Background: an optimization exercise with open tools, aiming at small area. Do not read the settings as production practice. At most, simulation tests tie the RTL to the original design; equivalence was not proved. The flow treats the clock pin as an ideal source, which a real chip does not have. Power and IR drop assume default switching activity.

Design bst_rx, start of the top module:
module bst_rx #(
    parameter MAX_FRAME = 1798
) (
    input  wire         clk,
    input  wire         rst,             
    input  wire         in_valid,
    input  wire [7:0]   in_byte,
    output reg          dat_valid,
    output wire [7:0]   dat_byte,
    output wire [10:0]  dat_idx,
    output reg          evt_valid,
    output reg  [2:0]   evt_kind,
    output wire [7:0]   msg_tag,
    output wire [2:0]   msg_prio,
    output wire [7:0]   msg_pdus,
    output wire [7:0]   msg_pduf,
    output wire [1:0]   msg_dp,
    output wire [7:0]   msg_dst,
    output wire         msg_dst_valid,
    output wire [7:0]   msg_src,
    output wire [31:0]  msg_ts,
    output wire [1:0]   msg_trc,
    output wire         msg_dir,
    output wire [7:0]   msg_dpp,
    output wire [7:0]   msg_ctrl,
    output wire [17:0]  msg_pgn,
    output wire [10:0]  msg_dlen,
    output wire [10:0]  err_len,
    output wire [7:0]   err_byte,
    output wire [7:0]   err_expected,
    output wire         err_cks_valid,
    output wire [7:0]   err_id,
    output wire         err_id_valid,
    output wire [2:0]   err_field,
    output wire [15:0]  err_declared,
    output wire [15:0]  err_actual
);
    localparam [7:0] DLE = 8'h10;
    localparam [7:0] STX = 8'h02;
    localparam [7:0] ETX = 8'h03;
    localparam [1:0] S_SCAN     = 2'd0;
    localparam [1:0] S_SCAN_DLE = 2'd1;
    localparam [1:0] S_BODY     = 2'd2;
    localparam [1:0] S_BODY_ESC = 2'd3;
    localparam [1:0] E_FRAME    = 2'd0;
    localparam [1:0] E_CHECKSUM = 2'd1;
    localparam [1:0] E_UNESC    = 2'd2;
    localparam [1:0] E_TOOLARGE = 2'd3;
    reg  [1:0]   state;
  ...
Size in the first run: roughly 140 flip-flops, ~230 I/O pins.
clock: 7.0 ns
lec_check: 0
cap_margin: 0
core_margin: 2
core_utilization: 40
gpl_timing_driven: 0
place_density: 0.6
slew_margin: 0
standard.sh (not shown) runs the stock make flow with config.mk's settings and CLKGATE_MAP_FILE= SYNTH_SCRIPT=/design/flow/synth_recipe.tcl, a recipe that flattens the netlist after the stock synthesis.
==> flow/flow/run.sh <==
#!/bin/bash
# Standard layout with these changes:
# - synthesis maps the logic with ABC on each of four area-oriented scripts
#   (flow/area*.abc) and keeps the smallest result (flow/synth.tcl);
# - synthesis's pass-through buffers are removed before placement, as the
#   timing-driven placement does (flow/pre_global_place.tcl);
# - the port buffers use the smallest buffer cell;
# - the clock tree uses small leaf buffers without dummy loads, and leaf
#   buffers whose flip-flops would see a slow clock edge are upsized
#   (flow/post_cts.tcl).
set -euo pipefail
F="$PWD/flow"
export AREA_ABC_SCRIPTS="$F/area1.abc $F/area2.abc $F/area3.abc $F/area4.abc"
export PRE_GLOBAL_PLACE_TCL="$F/pre_global_place.tcl"
export POST_CTS_TCL="$F/post_cts.tcl"
export BUFFER_PORTS_ARGS="-buffer_cell sky130_fd_sc_hd__buf_1"
export CTS_ARGS="-sink_clustering_enable -repair_clock_nets -dont_use_dummy_load -root_buf sky130_fd_sc_hd__clkbuf_8 -buf_list sky130_fd_sc_hd__clkbuf_4 -sink_clustering_size 8 -sink_clustering_max_diameter 40"
bash standard.sh SYNTH_SCRIPT="$F/synth.tcl" finish > make_finish.log 2>&1
Other scripts of this flow, unchanged in this note and not shown: flow/flow/area1.abc, flow/flow/area2.abc, flow/flow/area3.abc, flow/flow/area4.abc, flow/flow/post_cts.tcl, flow/flow/pre_global_place.tcl, flow/flow/synth.tcl
Then changed:
--- a/flow/design.v
+++ b/flow/design.v
@@ -1,9 +1,8 @@
 module bst_msg_dec (
-    input  wire         clk,
     input  wire [10:0]  n,           
     input  wire         is_a,        
     input  wire         is_b,        
     input  wire         is_d,        
     input  wire [7:0]   s_l,
     input  wire [7:0]   s_x,
     input  wire [7:0]   s_h2,
@@ -26,21 +25,18 @@
     localparam [2:0] F_LL     = 3'd3;
     localparam [2:0] F_DATA   = 3'd4;
     wire [15:0] ll = {s_h2, s_x};
     wire nz      = (n != 11'd0);
     wire short8  = (n < 11'd8);
     wire short13 = (n < 11'd13);
     wire short   = is_d ? short13 : short8;
-    wire data_ok = (n <= 11'd16);
+    wire data_ok = (s_l <= 8'd14);      
     wire ll_big  = (ll > 16'd1785);
     wire [8:0] l_plus2 = {1'b0, s_l} + 9'd2;
-    wire       l_ok_now = (n == {2'd0, l_plus2});
-    reg        l_ok;
-    always @(posedge clk)
-        l_ok <= l_ok_now;
+    wire       l_ok    = (n == {2'd0, l_plus2});
     wire [3:0]  c = short ? 4'd0 : (is_d ? 4'd13 : (l_ok ? 4'd8 : 4'd2));
     wire [10:0] d = n - {7'd0, c};
     wire [15:0] t    = {is_d ? s_h2 : 8'd0, s_x};
     wire        t_ok = (t[10:0] == d);
     wire ok_a = !short8 && l_ok && t_ok;
     wire ok_b = !short8 && l_ok && data_ok;
     wire ok_d = !short13 && !ll_big && t_ok;
@@ -122,19 +118,21 @@
     localparam [1:0] E_TOOLARGE = 2'd3;
     reg  [1:0]   state;
     reg          empty;      
     reg  [10:0]  idx;        
     reg  [7:0]   nsum;       
     reg  [7:0]   blast;      
     reg          cks_nz;     
-    reg  [7:0]   s_tag, s_l, s_x, s_h2, s_pdus, s_pduf, s_src, s_dst, s_c;
+    reg  [7:0]   s_l, s_x, s_h2, s_pdus, s_pduf, s_src, s_dst, s_c;
     reg  [7:0]   s_ts0, s_ts1, s_ts2, s_ts3;
-    wire is_a = (s_tag == 8'h93) || (s_tag == 8'h94);
-    wire is_b = (s_tag == 8'h95);
-    wire is_d = (s_tag == 8'hD0);
+    reg          t_lo, t_hi, t_d;
+    wire is_a  = t_lo ^ t_hi;
+    wire is_b  = t_lo && t_hi;
+    wire is_d  = t_d;
+    wire known = t_lo || t_hi || t_d;
     wire b_dle = (in_byte == DLE);
     wire b_stx = (in_byte == STX);
     wire b_etx = (in_byte == ETX);
     wire [7:0]   nsum_all = nsum - blast;
     wire buf_full = !empty && idx[10] && idx[9] && idx[8] && idx[2] && idx[1];
     wire [2:0] md_kind;      
     reg          append;         
@@ -228,28 +226,32 @@
     always @(posedge clk) begin
         idx <= (in_valid && (append || unesc || fend) && empty) ? 11'd0
              : idx + {10'd0, in_valid && (append || unesc)};
         if (wr) begin
             nsum  <= empty ? 8'd0 : nsum_all;
             blast <= in_byte;
         end
-        if (wr && pos[0])                              s_tag  <= in_byte;
+        if (wr && pos[0]) begin
+            t_lo <= (in_byte == 8'h93) || (in_byte == 8'h95);
+            t_hi <= (in_byte == 8'h94) || (in_byte == 8'h95);
+            t_d  <= (in_byte == 8'hD0);
+        end
         if (wr && (pos[1] || (pos[8] && is_d)))        s_l    <= in_byte;
         if (wr && (pos[1] || (pos[7] && is_a)))        s_x    <= in_byte;
         if (wr && pos[2])                              s_h2   <= in_byte;
         if (wr && (pos[3] || (pos[5] && !is_a)))       s_pdus <= in_byte;
         if (wr && (pos[4] || (pos[6] && !is_a)))       s_pduf <= in_byte;
         if (wr && pos[4])                              s_src  <= in_byte;
         if (wr && (pos[3] || (pos[5] && is_b) || (pos[6] && is_a)))
                                                        s_dst  <= in_byte;
         if (wr && (pos[5] || (pos[7] && !is_a)))       s_c    <= in_byte;
         if (wr && (pos[2] || (pos[9] && !is_b)))       s_ts0  <= in_byte;
         if (wr && (pos[3] || (pos[10] && !is_b)))      s_ts1  <= in_byte;
         if (wr && pos[11])                             s_ts2  <= in_byte;
-        if (wr && pos[12])                             s_ts3  <= in_byte;
+        if (wr && (pos[0] || (pos[12] && known)))      s_ts3  <= in_byte;
     end
     always @(posedge clk) begin
         if (rst) begin
             dat_valid <= 1'b0;
             evt_valid <= 1'b0;
         end else begin
             dat_valid <= in_valid && append;
@@ -257,30 +259,32 @@
         end
         evt_kind <= (ev_class == E_FRAME) ? md_kind : {1'b0, ev_class};
         cks_nz <= !empty;
     end
     assign dat_byte = blast;
     assign dat_idx  = idx;
     bst_msg_dec u_msg (
-        .clk(clk), .n(idx), .is_a(is_a), .is_b(is_b), .is_d(is_d),
+        .n(idx), .is_a(is_a), .is_b(is_b), .is_d(is_d),
         .s_l(s_l), .s_x(s_x), .s_h2(s_h2), .s_pdus(s_pdus), .s_pduf(s_pduf), .s_c(s_c),
         .kind(md_kind), .prio(msg_prio), .dst_valid(msg_dst_valid), .pgn(msg_pgn),
         .dlen(msg_dlen), .field(err_field), .id_valid(err_id_valid),
         .declared(err_declared), .actual(err_actual)
     );
-    assign msg_tag  = s_tag;
+    wire [7:0] tag = known ? {1'b1, t_d, 1'b0, 1'b1, 1'b0, t_hi, t_lo && !t_hi, t_lo}
+                           : s_ts3;
+    assign msg_tag  = tag;
     assign msg_pdus = s_pdus;
     assign msg_pduf = s_pduf;
     assign msg_dp   = s_c[1:0];
     assign msg_dst  = s_dst;
     assign msg_src  = s_src;
     assign msg_ts   = {is_b ? 16'd0 : {s_ts3, s_ts2}, s_ts1, s_ts0};
     assign msg_trc  = s_c[6:5];
     assign msg_dir  = s_c[7];
     assign msg_dpp  = s_c;
     assign msg_ctrl = s_l;
     assign err_len       = idx;
     assign err_byte      = blast;
     assign err_expected  = nsum;
     assign err_cks_valid = cks_nz;
-    assign err_id        = s_tag;
+    assign err_id        = tag;
 endmodule
What happened: Wire length rose by 0.80%. Hold slack improves by 0.064 ns. Count of clock-buffer cells in the layout is unchanged. Area after synthesis fell by 0.66%. Die area fell by 0.65%. Worst setup slack degrades by 0.68 ns. Sequential share of layout area fell by 2.0 points. Maximum frequency fell by 10%. Total power fell by 2.6%.
No functional check of the RTL was part of the second run of this note.

[static timing again, ports no longer ideal]
How much do the figures lean on ideal ports? The routed layouts below were timed once more, with nothing changed but the port constraints.
Step 1 assumes that a clkbuf_16 drives the clock port and a buf_2 every other input.
Step 2 adds t to the input delays and takes it off the output delays; t is the mean of the earliest and latest rising clock arrival at the registers after step 1. Input paths then give back, and output paths get back, about the clock's delay inside the block.
a / b / c = no drivers / after step 1 / after step 2; a / b = the first two.
| run | t (ns) | slack for setup (ns) | worst setup path at the end |
|---|---|---|---|
| the first run | 0.453 | 0.995 / 0.957 / 1.286 | input to register |
| the second run | 0.441 | 0.311 / 0.272 / 0.713 | register to output |
After both steps setup and hold are still met in every run listed.
